Source: an optimization exercise on an open RTL-to-GDS flow (aim: small area, a short achievable clock period and few clock cycles). Production flows keep margins and buffers that such runs may drop.
Only the layout flow was run in this run; the RTL was not checked for function there.
No activity file was given, so power comes from the tool's default toggle rates.

File: flow/config.mk
export PLATFORM = sky130hd
export DESIGN_NAME = spitfp_core
export DESIGN_NICKNAME = spitfp_core
export VERILOG_FILES = /design/flow/design.v
export SDC_FILE = /design/flow/constraint.sdc
export NUM_CORES = 4
export LEC_CHECK = 0
export CAP_MARGIN = 20
export CORE_MARGIN = 2
export CORE_UTILIZATION = 40
export PLACE_DENSITY = 0.6
export SLEW_MARGIN = 20
File: flow/constraint.sdc
create_clock -name core_clock -period 8.0 [get_ports {clk}]
set_input_delay 1.6000 -clock core_clock [delete_from_list [all_inputs] [get_ports {clk}]]
set_output_delay 1.6000 -clock core_clock [all_outputs]
set_load 0.01 [all_outputs]
File: flow/design.v
module spitfp_core (
    input  wire       clk,
    input  wire       rst,         
    input  wire       in_valid,
    output wire       in_ready,
    input  wire [7:0] in_data,
    output wire       out_valid,
    input  wire       out_ready,
    output wire [7:0] out_data
);
    localparam [20:0] BAUD_MIN      = 21'd400000;
    localparam [20:0] BAUD_MAX      = 21'd2000000;
    localparam [20:0] BAUD_RESET    = 21'd1400000;
    localparam [20:0] DYN_MIN_RESET = 21'd400000;
    localparam [1:0] RX_SEEK = 2'd0;
    localparam [1:0] RX_ACC  = 2'd1;
    localparam [1:0] RX_FC   = 2'd2;
    localparam [1:0] TX_IDLE = 2'd0;
    localparam [1:0] TX_DATA = 2'd1;
    localparam [1:0] TX_ACK  = 2'd2;
    localparam [1:0] SM_SEEK  = 2'd0;
    localparam [1:0] SM_CAND  = 2'd1;
    localparam [1:0] SM_DEC   = 2'd2;
    localparam [1:0] SM_REDIR = 2'd3;
    function [31:0] sinc;
        input [31:0] x;
        sinc = (&x) ? x : x + 32'd1;
    endfunction
    function [7:0] rotl;
        input [7:0] x;
        rotl = {x[6:0], x[7]};
    endfunction
    function [7:0] rotr;
        input [7:0] x;
        rotr = {x[0], x[7:1]};
    endfunction
    reg [15:0] rbw  [0:31];      
    reg [7:0]  pbuf [0:23];      
    reg [7:0]  srx  [0:23];      
    reg [5:0]  head;
    reg [5:0]  tail;
    reg [6:0]  used;
    reg [1:0]  rx_state;
    reg [4:0]  rx_len;
    reg [4:0]  send_len;
    reg [4:0]  slot_tx_len;
    reg [4:0]  slot_rx_len;
    reg [1:0]  tx_src;
    reg [4:0]  tx_idx;
    reg        tx_sent, tx_due, tx_rel;
    reg [7:0]  tx_seqb, tx_sum;
    reg [3:0]  seq_cur, sls;
    reg        ack_owed;
    reg [31:0] now_reg, last_send, zero_run;
    reg [31:0] c_eack, c_efr, c_emsg, c_eovf, c_brick, c_brlet;
    reg [20:0] baud_cfg, baud_cur, baud_new, dyn_min;
    reg        baud_change, dyn_en;
    reg [7:0] ib0, ib1;
    reg       iv0, iv1;
    reg       in_rdy;
    assign in_ready = in_rdy;
    wire in_fire = in_valid & in_rdy;
    wire go;
    always @(posedge clk) begin
        if (rst) begin
            iv0 <= 1'b0;
            iv1 <= 1'b0;
            in_rdy <= 1'b1;
        end else if (go) begin
            if (iv1) begin
                ib0 <= ib1;
                iv0 <= 1'b1;
            end else begin
                ib0 <= in_data;
                iv0 <= in_fire;
            end
            iv1 <= 1'b0;
            in_rdy <= 1'b1;
        end else begin
            if (!iv0) begin
                ib0 <= in_data;
                iv0 <= in_fire;
            end else if (!iv1) begin
                ib1 <= in_data;
                iv1 <= in_fire;
            end
            in_rdy <= !(iv1 | (iv0 & in_fire));
        end
    end
    reg        ov, ov1;
    reg [7:0]  od, od1;
    assign out_valid = ov;
    assign out_data  = od;
    wire       pv;              
    wire [7:0] pd;
    wire       pop = ov & out_ready;
    always @(posedge clk) begin
        if (rst) begin
            ov  <= 1'b0;
            ov1 <= 1'b0;
        end else if (pop || !ov) begin
            if (ov1) begin
                od  <= od1;
                ov  <= 1'b1;
                ov1 <= pv;
                od1 <= pd;
            end else begin
                od  <= pd;
                ov  <= pv;
                ov1 <= 1'b0;
            end
        end else if (pv) begin
            od1 <= pd;
            ov1 <= 1'b1;
        end
    end
    reg        e_opc, e_rx, e_rd, e_sn, e_sd, e_en, e_w;
    reg        w_tick, w_baud, w_dyn, w_prop;
    reg [3:0]  kq;              
    reg [20:0] arg;             
    reg        en_b;
    reg [7:0]  sub_rem;
    reg        sub_l;           
    reg        sub_f;           
    reg [4:0]  sub_n;
    reg [1:0]  sub_st;          
    reg        f_ltmin, f_gtmax, f_ltdyn;
    reg        t_borrow, t_lo, t_hz;
    reg        t3_pend, t3_to;
    reg        r_act, r_drain;
    reg [4:0]  r_idx, r_last, r_sel;
    reg [4:0]  pb_off;
    reg        sc_act;
    reg [1:0]  sm;
    reg [15:0] wq;              
    reg [4:0]  wa, ra;          
    reg [7:0]  sx;              
    reg [4:0]  rem;             
    reg [5:0]  sc;              
    reg [4:0]  sL;
    reg [7:0]  sseq;
    reg        scopy, szf;
    wire tx_wait = (tx_src == TX_DATA) && (tx_idx == 5'd2) && (pb_off != 5'd0);
    wire stall   = e_opc && (r_act || ov1 || t3_pend || tx_wait);
    assign go = iv0 && !stall;
    wire [7:0] b = ib0;
    wire       b_hi0 = (b[7:4] == 4'd0);
    wire       o_reset = e_opc && b_hi0 && (b[3:0] == 4'h1);
    wire       o_tick  = e_opc && b_hi0 && (b[3:0] == 4'h2);
    wire       o_rx    = e_opc && b_hi0 && (b[3:0] == 4'h3);
    wire       o_tx    = e_opc && b_hi0 && (b[3:0] == 4'h4);
    wire       o_sub   = e_opc && b_hi0 && (b[3:0] == 4'h5);
    wire       o_drain = e_opc && b_hi0 && (b[3:0] == 4'h6);
    wire       o_rd    = e_opc && b_hi0 && (b[3:0] == 4'h7);
    wire       o_baud  = e_opc && b_hi0 && (b[3:0] == 4'h8);
    wire       o_dyn   = e_opc && b_hi0 && (b[3:0] == 4'h9);
    wire       o_prop  = e_opc && b_hi0 && (b[3:0] == 4'hA);
    wire       o_inv   = e_opc && !(b_hi0 && (b[3:0] != 4'h0) && (b[3:0] <= 4'hA));
    wire [7:0] cmin_b = kq[0] ? 8'h80 : kq[1] ? 8'h1A : kq[2] ? 8'h06 : 8'h00;
    wire [7:0] cmax_b = kq[0] ? 8'h80 : kq[1] ? 8'h84 : kq[2] ? 8'h1E : 8'h00;
    wire [7:0] dyn_b  = kq[0] ? dyn_min[7:0] : kq[1] ? dyn_min[15:8] :
                        kq[2] ? {3'd0, dyn_min[20:16]} : 8'h00;
    wire [7:0] ls_b   = kq[0] ? last_send[7:0] : kq[1] ? last_send[15:8] :
                        last_send[23:16];
    wire       n_ltmin = (b < cmin_b) || ((b == cmin_b) && !kq[0] && f_ltmin);
    wire       n_gtmax = (b > cmax_b) || ((b == cmax_b) && !kq[0] && f_gtmax);
    wire       n_ltdyn = (b < dyn_b)  || ((b == dyn_b)  && !kq[0] && f_ltdyn);
    wire [8:0] t_sub   = {1'b0, b} - {1'b0, ls_b} - {8'd0, (!kq[0] && t_borrow)};
    wire [7:0] ls3     = last_send[31:24];
    wire [7:0] ls3p1   = last_send[31:24] + 8'd1;
    wire       t_eq3   = t_borrow ? (b == ls3p1) : (b == ls3);
    wire       t_to    = !(t_lo && t_hz && t_eq3);      
    wire [20:0] clampv = n_ltmin ? BAUD_MIN : (n_gtmax ? BAUD_MAX : arg);
    wire [20:0] propv  = n_ltdyn ? dyn_min  : (n_gtmax ? BAUD_MAX : arg);
    reg [31:0] reg_val;
    always @(*) begin
        case (r_sel)
            5'h00: reg_val = {19'd0, (zero_run[31:4] != 28'd0), tx_rel, tx_due, tx_sent,
                              tx_src, rx_state, baud_change, ack_owed,
                              (send_len != 5'd0),
                              (slot_tx_len != 5'd0) || (send_len != 5'd0),
                              (slot_rx_len != 5'd0)};
            5'h01: reg_val = {16'd0, 3'd0, tx_idx, sls, seq_cur};
            5'h02: reg_val = c_eack;
            5'h03: reg_val = c_efr;
            5'h04: reg_val = c_emsg;
            5'h05: reg_val = c_eovf;
            5'h06: reg_val = c_brick;
            5'h07: reg_val = c_brlet;
            5'h08: reg_val = {11'd0, baud_cfg};
            5'h09: reg_val = {11'd0, baud_cur};
            5'h0A: reg_val = {11'd0, baud_new};
            5'h0B: reg_val = {31'd0, dyn_en};
            5'h0C: reg_val = {11'd0, dyn_min};
            5'h0D: reg_val = zero_run;
            5'h0E: reg_val = last_send;
            5'h0F: reg_val = {3'd0, rx_len, 3'd0, slot_rx_len, 3'd0, slot_tx_len, 3'd0, send_len};
            5'h10: reg_val = {25'd0, used};
            5'h11: reg_val = now_reg;
            default: reg_val = 32'd0;
        endcase
    end
    reg [7:0] r_byte;
    always @(*) begin
        if (r_drain)
            r_byte = srx[r_idx];
        else case (r_idx[1:0])
            2'd0: r_byte = reg_val[7:0];
            2'd1: r_byte = reg_val[15:8];
            2'd2: r_byte = reg_val[23:16];
            default: r_byte = reg_val[31:24];
        endcase
    end
    wire r_push = r_act && !ov1;
    wire       tx_i1   = (tx_idx == 5'd1);
    wire       tx_last = (tx_idx == send_len - 5'd1);
    wire [7:0] txd_b   = tx_i1 ? tx_seqb : (tx_last ? tx_sum : pbuf[0]);
    wire [7:0] txa_b   = tx_i1 ? tx_seqb : tx_sum;
    wire [7:0] tx_b    = (tx_src == TX_IDLE) ? (tx_due ? {3'd0, send_len} :
                                                (ack_owed ? 8'h03 : 8'h00)) :
                         (tx_src == TX_DATA) ? txd_b : txa_b;
    wire       tx_pl   = go && o_tx && (tx_src == TX_DATA) && !tx_i1 && !tx_last;
    wire s_fin = e_sd && sub_l;
    wire w_fin = e_w && kq[3];
    wire x_push = go && (o_tx || o_drain || o_inv ||
                         e_rd || (e_sn && b == 8'd0) || s_fin ||
                         (w_fin && !w_tick));
    reg [7:0] x_byte;
    always @(*) begin
        if (e_opc)
            x_byte = o_tx ? tx_b : (o_drain ? {3'd0, slot_rx_len} : 8'h03);
        else if (e_rd)
            x_byte = (b <= 8'h11) ? 8'd0 : 8'd3;
        else if (e_sn)
            x_byte = 8'd2;
        else if (e_sd)
            x_byte = {6'd0, sub_st};
        else
            x_byte = (w_prop && !dyn_en) ? 8'd4 : 8'd0;
    end
    assign pv = x_push || r_push;
    assign pd = x_push ? x_byte : r_byte;
    wire [15:0] rword = rbw[ra];
    wire [7:0] rw0 = rword[7:0];
    wire [7:0] rw1 = rword[15:8];
    wire [7:0] l0  = wq[7:0];
    wire [7:0] l1  = wq[15:8];
    wire       h1  = head[0];
    wire [7:0] hb  = h1 ? l1 : l0;
    wire       hb_len  = (hb >= 8'd3) && (hb <= 8'd27);
    wire       used0   = (used == 7'd0);
    wire       h_short = ({1'b0, used} < hb);
    wire       m0 = (sm == SM_CAND) || !h1;
    wire       m1 = (sm == SM_SEEK) || (rem != 5'd0);
    wire [7:0] q  = (m0 ? l0 : 8'd0) ^ (m1 ? rotr(l1) : 8'd0);
    reg  [7:0] qn;
    always @(*) begin
        case (wa[1:0])
            2'd0: qn = q;
            2'd1: qn = {q[1:0], q[7:2]};
            2'd2: qn = {q[3:0], q[7:4]};
            default: qn = {q[5:0], q[7:6]};
        endcase
    end
    wire [7:0] sxn = ((sm == SM_SEEK) ? 8'd0 : sx) ^ qn;
    wire       c_last = (rem[4:1] == 4'd0);
    wire       c_data   = (sL != 5'd3);
    wire [3:0] c_own    = sseq[7:4];
    wire [3:0] c_ackn   = sseq[3:0];
    wire       c_new    = c_data && (c_own != 4'd0) && (c_own != sls);
    wire       c_stall  = c_new && (slot_rx_len != 5'd0);
    wire       ack_match = (send_len != 5'd0) && tx_sent && (c_ackn == seq_cur);
    wire [3:0] seq_next  = (seq_cur == 4'd15) ? 4'd1 : seq_cur + 4'd1;
    wire [7:0] cp_even = h1 ? l1 : l0;
    wire [7:0] cp_odd  = h1 ? l0 : l1;
    wire       cp_on   = sc_act && (sm == SM_CAND) && scopy;
    wire       seek     = sc_act && (sm == SM_SEEK);
    wire       s_stop0  = seek && used0;
    wire       s_idle   = seek && !used0 && (hb == 8'd0);
    wire       s_badl   = seek && !used0 && (hb != 8'd0) && !hb_len;
    wire       s_stopa  = seek && !used0 && hb_len && h_short;
    wire       s_start  = seek && !used0 && hb_len && !h_short;
    wire       dec      = sc_act && (sm == SM_DEC);
    wire       d_bad    = dec && !szf;
    wire       d_stall  = dec && szf && c_stall;
    wire       d_take   = dec && szf && !c_stall;
    wire       sc_stop  = s_stop0 || s_stopa || d_stall;
    wire [5:0] head_p1 = head + 6'd1;
    wire [5:0] sc1     = sc + 6'd1;
    integer k;
    always @(posedge clk) begin
        if (r_push) begin
            r_idx <= r_idx + 5'd1;
            if (r_idx == r_last) r_act <= 1'b0;
        end
        if ((e_sd && go && sub_st == 2'd0) || tx_pl ||
            ((pb_off != 5'd0) && !(e_sd && sub_st == 2'd0) &&
             !((tx_src == TX_DATA) && !tx_i1 && (tx_idx != 5'd2) && !tx_last))) begin
            for (k = 0; k < 23; k = k + 1)
                pbuf[k] <= pbuf[k+1];
            pbuf[23] <= (e_sd && sub_st == 2'd0) ? b : pbuf[0];
            pb_off   <= (pb_off == 5'd0 || (e_sd && go && sub_f && sub_st == 2'd0)) ? 5'd23 : pb_off - 5'd1;
        end
        if (!sc_act) begin
            wq <= {rw1, rw0};
            wa <= ra;
            ra <= head[5:1];
        end else begin
            case (sm)
            SM_SEEK: begin
                if (s_idle || s_badl) begin
                    head <= head + 6'd1;
                    used <= used - 7'd1;
                    if (h1) begin
                        wq <= {rw1, rw0};
                        wa <= ra;
                        ra <= ra + 5'd1;
                    end
                end
                if (s_idle) zero_run <= sinc(zero_run);
                if (s_badl) c_efr    <= sinc(c_efr);
                if (s_start) begin
                    sm    <= SM_CAND;
                    sL    <= hb[4:0];
                    rem   <= hb[4:0] + {4'd0, h1} - 5'd3;
                    sx    <= sxn;
                    sc    <= h1 ? 6'd63 : 6'd0;
                    scopy <= (slot_rx_len == 5'd0);
                    if (!h1) sseq <= l1;
                    wq <= {rw1, rw0};
                    wa <= ra;
                    ra <= ra + 5'd1;
                end
            end
            SM_CAND: begin
                if (sc == 6'd63) sseq <= l0;
                if (c_last) begin
                    szf <= (sxn == 8'd0);
                    sm  <= SM_DEC;
                end else begin
                    sx  <= sxn;
                    rem <= rem - 5'd2;
                    sc  <= sc + 6'd2;
                    wq  <= {rw1, rw0};
                    wa  <= ra;
                    ra  <= ra + 5'd1;
                end
            end
            SM_DEC: begin
                if (d_bad) begin
                    if (sL == 5'd3) c_eack <= sinc(c_eack);
                    else            c_emsg <= sinc(c_emsg);
                    head <= head + 6'd1;
                    used <= used - 7'd1;
                    ra   <= head_p1[5:1];
                    sm   <= SM_REDIR;
                end
                if (d_take) begin
                    head     <= head + {1'b0, sL};
                    used     <= used - {2'd0, sL};
                    zero_run <= 32'd0;
                    sm       <= SM_SEEK;
                    if (rem[0]) begin
                        wq <= {rw1, rw0};
                        wa <= ra;
                        ra <= ra + 5'd1;
                    end
                    if (ack_match) begin
                        if (tx_src == TX_DATA) begin
                            tx_rel <= 1'b1;
                        end else begin
                            send_len <= 5'd0;
                            tx_sent  <= 1'b0;
                            tx_due   <= 1'b0;
                            tx_rel   <= 1'b0;
                            seq_cur  <= seq_next;
                        end
                    end
                    if (c_data) begin
                        if (c_own == 4'd0) begin
                            c_efr <= sinc(c_efr);
                        end else if (c_own == sls) begin
                            ack_owed <= 1'b1;
                        end else begin
                            slot_rx_len <= sL - 5'd3;
                            sls         <= c_own;
                            ack_owed    <= 1'b1;
                            c_brlet     <= sinc(c_brlet);
                        end
                    end
                end
                if (d_stall) sm <= SM_SEEK;
            end
            default: begin    
                wq <= {rw1, rw0};
                wa <= ra;
                ra <= ra + 5'd1;
                sm <= SM_SEEK;
            end
            endcase
        end
        if (cp_on) begin
            for (k = 0; k < 24; k = k + 1) begin
                if (sc == k)        srx[k] <= (k % 2 == 0) ? cp_even : cp_odd;
                if (sc1 == k)        srx[k] <= (k % 2 == 0) ? cp_even : cp_odd;
            end
        end
        if (sc_stop) begin
            sc_act <= 1'b0;
            ra     <= head[5:1];
            if (s_stop0) begin
                rx_state <= RX_SEEK;
                rx_len   <= 5'd0;
            end else if (s_stopa) begin
                rx_state <= RX_ACC;
                rx_len   <= hb[4:0];
            end else begin
                rx_state <= RX_FC;
                rx_len   <= sL;
            end
        end
        if ((go && w_fin && w_tick && !sc_act) || (t3_pend && !sc_act)) begin
            t3_pend <= 1'b0;
            if (send_len == 5'd0 && slot_tx_len != 5'd0) begin
                send_len    <= slot_tx_len + 5'd3;
                slot_tx_len <= 5'd0;
                tx_sent     <= 1'b0;
                tx_rel      <= 1'b0;
                tx_due      <= 1'b1;
            end else if (send_len != 5'd0 && tx_sent && !tx_due &&
                         tx_src != TX_DATA && (t3_pend ? t3_to : t_to)) begin
                tx_due <= 1'b1;
            end
            if (baud_change && tx_src == TX_IDLE) begin
                baud_cur    <= baud_new;
                baud_change <= 1'b0;
            end
        end else if (go && w_fin && w_tick) begin
            t3_pend <= 1'b1;
            t3_to   <= t_to;
        end
        if (go) begin
            if (e_opc) begin
                if (o_tick) begin
                    e_opc <= 1'b0; e_w <= 1'b1; kq <= 4'b0001;
                    w_tick <= 1'b1; w_baud <= 1'b0; w_dyn <= 1'b0; w_prop <= 1'b0;
                    sc_act <= 1'b1;
                    sm     <= SM_SEEK;
                    ra     <= head[5:1] + 5'd1;
                end
                if (o_rx)  begin e_opc <= 1'b0; e_rx <= 1'b1; end
                if (o_sub) begin e_opc <= 1'b0; e_sn <= 1'b1; end
                if (o_rd)  begin e_opc <= 1'b0; e_rd <= 1'b1; end
                if (o_baud || o_prop) begin
                    e_opc <= 1'b0; e_w <= 1'b1; kq <= 4'b0001;
                    w_tick <= 1'b0; w_baud <= o_baud; w_dyn <= 1'b0; w_prop <= o_prop;
                end
                if (o_dyn) begin
                    e_opc <= 1'b0; e_en <= 1'b1;
                    w_tick <= 1'b0; w_baud <= 1'b0; w_dyn <= 1'b1; w_prop <= 1'b0;
                end
                if (o_tx) begin
                    if (tx_src == TX_IDLE) begin
                        if (tx_due) begin
                            tx_seqb   <= {seq_cur, sls};
                            tx_sum    <= rotl({3'd0, send_len});
                            tx_src    <= TX_DATA;
                            tx_idx    <= 5'd1;
                            tx_due    <= 1'b0;
                            tx_sent   <= 1'b1;
                            last_send <= now_reg;
                            ack_owed  <= 1'b0;
                        end else if (ack_owed) begin
                            tx_seqb  <= {4'd0, sls};
                            tx_sum   <= 8'h06;
                            tx_src   <= TX_ACK;
                            tx_idx   <= 5'd1;
                            ack_owed <= 1'b0;
                        end
                    end else if (tx_src == TX_DATA) begin
                        tx_sum <= rotl(tx_sum ^ txd_b);
                        if (tx_last) begin
                            tx_src <= TX_IDLE;
                            tx_idx <= 5'd0;
                            if (tx_rel) begin
                                send_len <= 5'd0;
                                tx_sent  <= 1'b0;
                                tx_due   <= 1'b0;
                                tx_rel   <= 1'b0;
                                seq_cur  <= seq_next;
                            end
                        end else begin
                            tx_idx <= tx_idx + 5'd1;
                        end
                    end else begin
                        tx_sum <= rotl(tx_sum ^ txa_b);
                        if (tx_idx == 5'd2) begin
                            tx_src <= TX_IDLE;
                            tx_idx <= 5'd0;
                        end else begin
                            tx_idx <= tx_idx + 5'd1;
                        end
                    end
                end
                if (o_drain) begin
                    slot_rx_len <= 5'd0;
                    if (slot_rx_len != 5'd0) begin
                        r_act   <= 1'b1;
                        r_drain <= 1'b1;
                        r_idx   <= 5'd0;
                        r_last  <= slot_rx_len - 5'd1;
                    end
                end
            end
            if (e_rx) begin
                e_rx <= 1'b0; e_opc <= 1'b1;
                if (tail[0]) rbw[tail[5:1]][15:8] <= b;
                else         rbw[tail[5:1]][7:0]  <= b;
                tail <= tail + 6'd1;
                if (used[6]) begin
                    head     <= head + 6'd1;
                    ra       <= head_p1[5:1];
                    c_eovf   <= sinc(c_eovf);
                    rx_state <= RX_SEEK;
                    rx_len   <= 5'd0;
                end else begin
                    used <= used + 7'd1;
                end
            end
            if (e_rd) begin
                e_rd <= 1'b0; e_opc <= 1'b1;
                r_act   <= 1'b1;
                r_drain <= 1'b0;
                r_idx   <= 5'd0;
                r_last  <= 5'd3;
                r_sel   <= (b <= 8'h11) ? b[4:0] : 5'h1F;
            end
            if (e_sn) begin
                e_sn    <= 1'b0;
                sub_n   <= b[4:0];
                sub_rem <= b;
                sub_l   <= (b == 8'd1);
                sub_f   <= 1'b1;
                if (b == 8'd0 || b > 8'd24)
                    sub_st <= 2'd2;
                else if (slot_tx_len != 5'd0 || send_len != 5'd0)
                    sub_st <= 2'd1;
                else
                    sub_st <= 2'd0;
                if (b == 8'd0) e_opc <= 1'b1;
                else           e_sd  <= 1'b1;
            end
            if (e_sd) begin
                sub_rem <= sub_rem - 8'd1;
                sub_l   <= (sub_rem == 8'd2);
                sub_f   <= 1'b0;
                if (sub_l) begin
                    e_sd <= 1'b0; e_opc <= 1'b1;
                    if (sub_st == 2'd0) begin
                        slot_tx_len <= sub_n;
                        c_brick     <= sinc(c_brick);
                    end
                end
            end
            if (e_en) begin
                e_en <= 1'b0; e_w <= 1'b1; kq <= 4'b0001;
                en_b <= (b != 8'd0);
            end
            if (e_w) begin
                kq <= {kq[2:0], 1'b0};
                f_ltmin  <= n_ltmin;
                f_gtmax  <= n_gtmax;
                f_ltdyn  <= n_ltdyn;
                t_borrow <= t_sub[8];
                if (kq[0]) begin
                    t_lo <= (t_sub[7:0] < 8'd5);
                    t_hz <= 1'b1;
                end else begin
                    t_hz <= t_hz && (t_sub[7:0] == 8'd0);
                end
                if (kq[0]) arg[7:0]   <= b;
                if (kq[1]) arg[15:8]  <= b;
                if (kq[2]) arg[20:16] <= b[4:0];
                if (w_tick) begin
                    if (kq[0]) now_reg[7:0]   <= b;
                    if (kq[1]) now_reg[15:8]  <= b;
                    if (kq[2]) now_reg[23:16] <= b;
                    if (kq[3]) now_reg[31:24] <= b;
                end
                if (kq[3]) begin
                    e_w <= 1'b0; e_opc <= 1'b1;
                    if (w_baud) begin
                        baud_cfg <= clampv;
                        if (!dyn_en) begin
                            baud_new    <= clampv;
                            baud_change <= 1'b1;
                        end
                    end
                    if (w_dyn) begin
                        dyn_en  <= en_b;
                        dyn_min <= clampv;
                        if (!en_b) begin
                            baud_new    <= baud_cfg;
                            baud_change <= 1'b1;
                        end
                    end
                    if (w_prop && dyn_en) begin
                        baud_new    <= propv;
                        baud_change <= 1'b1;
                    end
                end
            end
        end
        if (rst || (go && o_reset)) begin
            head <= 6'd0; tail <= 6'd0; used <= 7'd0;
            rx_state <= RX_SEEK; rx_len <= 5'd0;
            send_len <= 5'd0; slot_tx_len <= 5'd0; slot_rx_len <= 5'd0;
            tx_src <= TX_IDLE; tx_idx <= 5'd0;
            tx_sent <= 1'b0; tx_due <= 1'b0; tx_rel <= 1'b0;
            seq_cur <= 4'd1; sls <= 4'd0; ack_owed <= 1'b0;
            now_reg <= 32'd0; last_send <= 32'd0; zero_run <= 32'd0;
            c_eack <= 32'd0; c_efr <= 32'd0; c_emsg <= 32'd0;
            c_eovf <= 32'd0; c_brick <= 32'd0; c_brlet <= 32'd0;
            baud_cfg <= BAUD_RESET; baud_cur <= BAUD_RESET; baud_new <= BAUD_RESET;
            baud_change <= 1'b0; dyn_en <= 1'b1; dyn_min <= DYN_MIN_RESET;
            ra <= 5'd0;
        end
        if (rst) begin
            e_opc <= 1'b1; e_rx <= 1'b0; e_rd <= 1'b0; e_sn <= 1'b0;
            e_sd <= 1'b0; e_en <= 1'b0; e_w <= 1'b0;
            sc_act  <= 1'b0;
            t3_pend <= 1'b0;
            r_act   <= 1'b0;
            pb_off  <= 5'd0;
        end
    end
endmodule
File: flow/run.sh
#!/bin/bash
# synth_recipe.tcl (not shown) runs the flow's synth.tcl, then flattens the netlist and writes it again
# the make line also repeats each setting of config.mk as NAME=value (left out here)
make -C /OpenROAD-flow-scripts/flow DESIGN_CONFIG=/design/flow/config.mk WORK_HOME=/design/flow/orfs CLKGATE_MAP_FILE= SYNTH_SCRIPT=/design/flow/synth_recipe.tcl finish
==> implementation parameters <==
Parameter                              Value

Outcome
  Outcome  no timing/DRC/antenna violations

STA
  Slew @ Worst Pin    1.14 ns
  Max transition margin    23.2%
  Hold violation total from the final report    0
  Setup violations, final    0
  Max-slew violation count    0
  Worst clock skew    0.0466 ns
  Minimum clock period after layout    4.61 ns
  Setup repair after global routing missed its margin    false
  Post-route clock period utilization    57.7%
  Achievable Freq    217 MHz
  Summed negative setup slack over all endpoints    0 ns

Clocking
  Post-CTS resize count    0
  Maximum buffer depth of the clock tree    3
  Clock root buffer    clkbuf_16
  Clock-pin slew of the registers on the worst-case setup and hold paths    0.06 ns
  Clock tree from TritonCTS    yes
  Clock Sink Count    1527
  Post-CTS Setup Bufs    0
  Hold bufs inserted after CTS    0
  Htree depth    4
  Clock buffer count from CTS    163
  Clock Latency Late Sink    0.83 ns

Synth
  Mean instance size in the synthesized netlist    12.0 µm²
  Number of synthesized flops with an enable pin    1061
  Top FF cell, synth    edfxtp_1
  Yosys reg bits    1527
  Unique cell type count in the Yosys netlist    99
  Share of the synthesized area in the top cell type    46.7%
  Post-Syn Area    68200 µm²
  Main combinational cell family by area after synthesis    simple AND/OR/NAND/NOR gates
  XOR/XNOR Fraction of Synth Area    3.79%
  Share of flip-flops with an asynchronous set or reset after synthesis    0%
  Net count of the mapped netlist    5809
  Compound-cell area share of the yosys netlist    10.2%
  Fraction of the yosys area taken by sequential cells    60.4%
  Share of synthesized cell area in full adder, half adder and majority cells    1.68%
  Synth Area in Simple Gates    14.2%
  Number of standard cells after synthesis    5708
  Multiplexer area fraction after synthesis    7.29%
  Main area contributors after synthesis    edfxtp_1 47%, dfxtp_1 14%, mux4_2 5.4%
  Syn. warnings    3
  Yosys top cell by area    edfxtp_1

Job
  Number of max-cap violations    0

GRT
  Wire length of the first global-routing pass    316 mm
  Number of antenna violations at the first check in global routing    15
  Total track usage    24.5%
  Number of global-route vias before repair    45200
  Maximum number of pins on one net before global-route repair    200
  Total congestion overflow    0

Critical path
  Critical Path Max Stage Delay    0.94 ns
  Top Family by Delay on Critical Path    buffers and inverters
  Required time of the worst setup path    8.71 ns
  Arrival time of data at the critical path endpoint    5.32 ns
  Type of the worst setup path    reg2reg
  Kind of start point of the critical path    flip-flop
  Crit Reg-Reg Startpoint    kq[0]$_SDFFCE_PP0P_
  FF-to-FF path depth    13
  R2R Path End    baud_new[17]$_SDFFE_PP0P_
  Element type at the critical path end    flip-flop
  Flop2flop setup slack    3.39 ns
  CP Buf/Inv Count    3
  Max Fanout on Critical Path    33
  Master of the slowest instance on the critical path    edfxtp_1
  Critical path, cell by cell    inv_1, o21ai_0, ha_1, nor2b_1, o21a_1, o21ai_0, nand3_1, nand2_1, inv_1, nor2_1, buf_4, a21oi_1, a221o_1

Drt
  Violation count after the first detailed-routing iteration    6233
  Routed length per placed instance    27.0 µm
  First drt pass iteration count    6
  Drt via density    6.04
  Remaining number of nets flagged by the antenna check after routing    0
  Final wirelength    217 mm
  Vias after detailed routing    48600
  Final routed DRC violation total    0

Placement
  Port Buffers    21
  Area of placed instances    70900 µm²
  Placer congestion estimate    0.993
  Post-DP HPWL    152 mm

Floorplan
  Total number of placement rows    151
  Core Region    169000 µm²
  Height of the die    417 µm
  Effective utilization at floorplan    40.3%
  Total Die Area    174000 µm²
  I/O pin total    22
  X dimension of the die    417 µm

Finish
  Max FFs per register    512
  Area added between synthesis and finish    11.9%
  Design Area, Final    76400 µm²
  Layout cells sized above 1    11.0%
  Final layout net count    5782
  Number of inserted filler cells in the final layout    15200
  Most frequent cells in the layout    1061 x edfxtp_1, 585 x nor2_1, 549 x nand2_1, 459 x dfxtp_1, 307 x a21oi_1
  Most common cell after layout, fill and taps aside    edfxtp_1

Worst hold path
  Number of cells traversed by the worst hold path    0
  Hold path endpoint    pbuf[21][6]$_DFFE_PP_
  Hold/Removal Path Class    reg2reg
  Worst Min Path Start    pbuf[22][6]$_DFFE_PP_

Power and ir drop
  Static power due to leakage    0.0249 µW
  Pwr per Cell Area    242 nW/µm²
  Sequential power share    51.7%
  Peak supply drop    243 µV
  Part of the power in combinational logic    7.0%
  Switching share of total power    24.1%
  Clock power share    41.3%
  Switching power summed over all nets    4440 µW
  Internal power contribution    14000 µW
==> cell usage after synthesis (21+ instances only) <==
master,n
a21o_1,21
buf_1,47
a22o_1,35
clkbuf_1,239
o21ai_0,168
xor2_1,168
inv_1,117
mux2_2,55
ha_1,85
o22ai_1,22
or3_1,52
a221oi_1,37
a22oi_1,137
nand2_1,549
and3_1,82
a211oi_1,26
buf_2,29
mux2i_1,66
nor3_1,106
nand3_1,246
dfxtp_1,466
mux4_2,164
nand2b_1,33
and2_1,36
nor2b_1,42
a31oi_1,53
nand4_1,104
edfxtp_1,1061
o211ai_1,31
and4_1,26
nor2_1,597
a21oi_1,308
nor4_1,53
xnor2_1,127
a32oi_1,21
==> how the worst max path moves through the flow <==
stage / from / to / cells after the start
global route: kq[0]$_SDFFCE_PP0P_ / baud_new[17]$_SDFFE_PP0P_ / 13
finish: kq[0]$_SDFFCE_PP0P_ / baud_new[17]$_SDFFE_PP0P_ / 13
global placement: kq[0]$_SDFFCE_PP0P_ / baud_new[17]$_SDFFE_PP0P_ / 13
floorplan: ib0[4]$_DFFE_PP_ / pb_off[4]$_SDFFE_PP0P_ / 9
detailed placement: kq[0]$_SDFFCE_PP0P_ / baud_new[17]$_SDFFE_PP0P_ / 13
CTS: kq[0]$_SDFFCE_PP0P_ / baud_new[7]$_SDFFE_PP1P_ / 11
==> layout make-up <==
class,instances,area [µm²],share of cell area [%]
Inverter,122,458,0.600
Multi-Input combinational cell,3743,25500,33.4
Antenna cell,8,20.0,0.0262
Sequential cell,1527,41200,54.0
Clock buffer,227,4460,5.84
Tap cell,2218,2780,3.63
Timing Repair Buffer,124,1020,1.33
Clock inverter,72,932,1.22
==> power by group through the flow <==
stage                     Clock (µW)  Combinational (µW)  Sequential (µW)
after floorplan                    0                 763             9700
after global placement             0                1260             9680
after detailed placement           0                1270             9700
after CTS                       7770                1280             9550
after global routing            8080                1380             9590
final                           7630                1280             9540
==> logic make-up after synthesis <==
group                    Yosys count
AND/OR/NAND/NOR                 2030
flip-flops                      1527
AO/OA/AOI/OAI                   1044
buffers and inverters            438
XOR/XNOR                         295
multiplexers                     285
adder cells (fa/ha/maj)           89
==> metal layers <==
metal	track usage, %	wire (µm)	vias up
li1	-	-	21500
met1	35.3	93300	24300
met2	37.1	96500	2368
met3	4.16	18900	415
met4	8.69	8140	8
met5	0	50	-
==> worst reg2reg max path: cells and delay by family, from the launching register on <==
family | cells | cell delay, ns
flip-flops | 1 | 0.94
AO/OA/AOI/OAI | 5 | 0.92
adder cells (fa/ha/maj) | 1 | 0.29
AND/OR/NAND/NOR | 4 | 1.07
buffers and inverters | 3 | 1.28
==> through the flow <==
stage	cells	worst slack [ns]	utilization [%]	hold slack [ns]	power, µW
6_report	8041	3.39	45.1	0.404	18500
5_1_grt	8034	2.95	45.0	0.419	19100
4_1_cts	8033	3.48	45.0	0.404	18600
3_5_place_dp	7734	3.50	41.9	0.405	11000
3_3_place_gp	7734	3.51	41.8	0.400	10900
2_1_floorplan	5708	0.224	-	0.400	10500

## separate check: timing with driven ports
How much do the figures lean on ideal ports? The routed layout below was timed once more, with nothing changed but the port constraints. Step 1, drivers: a clkbuf_16 drives clk and a buf_2 each remaining input, both assumed. Step 2 moves the port delays by t, midway between the first and last clock arrival at a register: inputs arrive t later, outputs are due t later. That takes back most of the time a late clock gives input paths. Slacks: no drivers / after step 1 / after step 2; pairs: no drivers / after step 1.
t (ns): 0.877
setup slack, ns: 3.387 / 3.387 / 3.387
worst slew at a driven data input, ns: 0.10
cell pins on the clock port's net: 1
After both steps this run still meets setup and hold. The setup slack of this run moves by 0.000 ns with the drivers and by 0.000 ns with both steps.
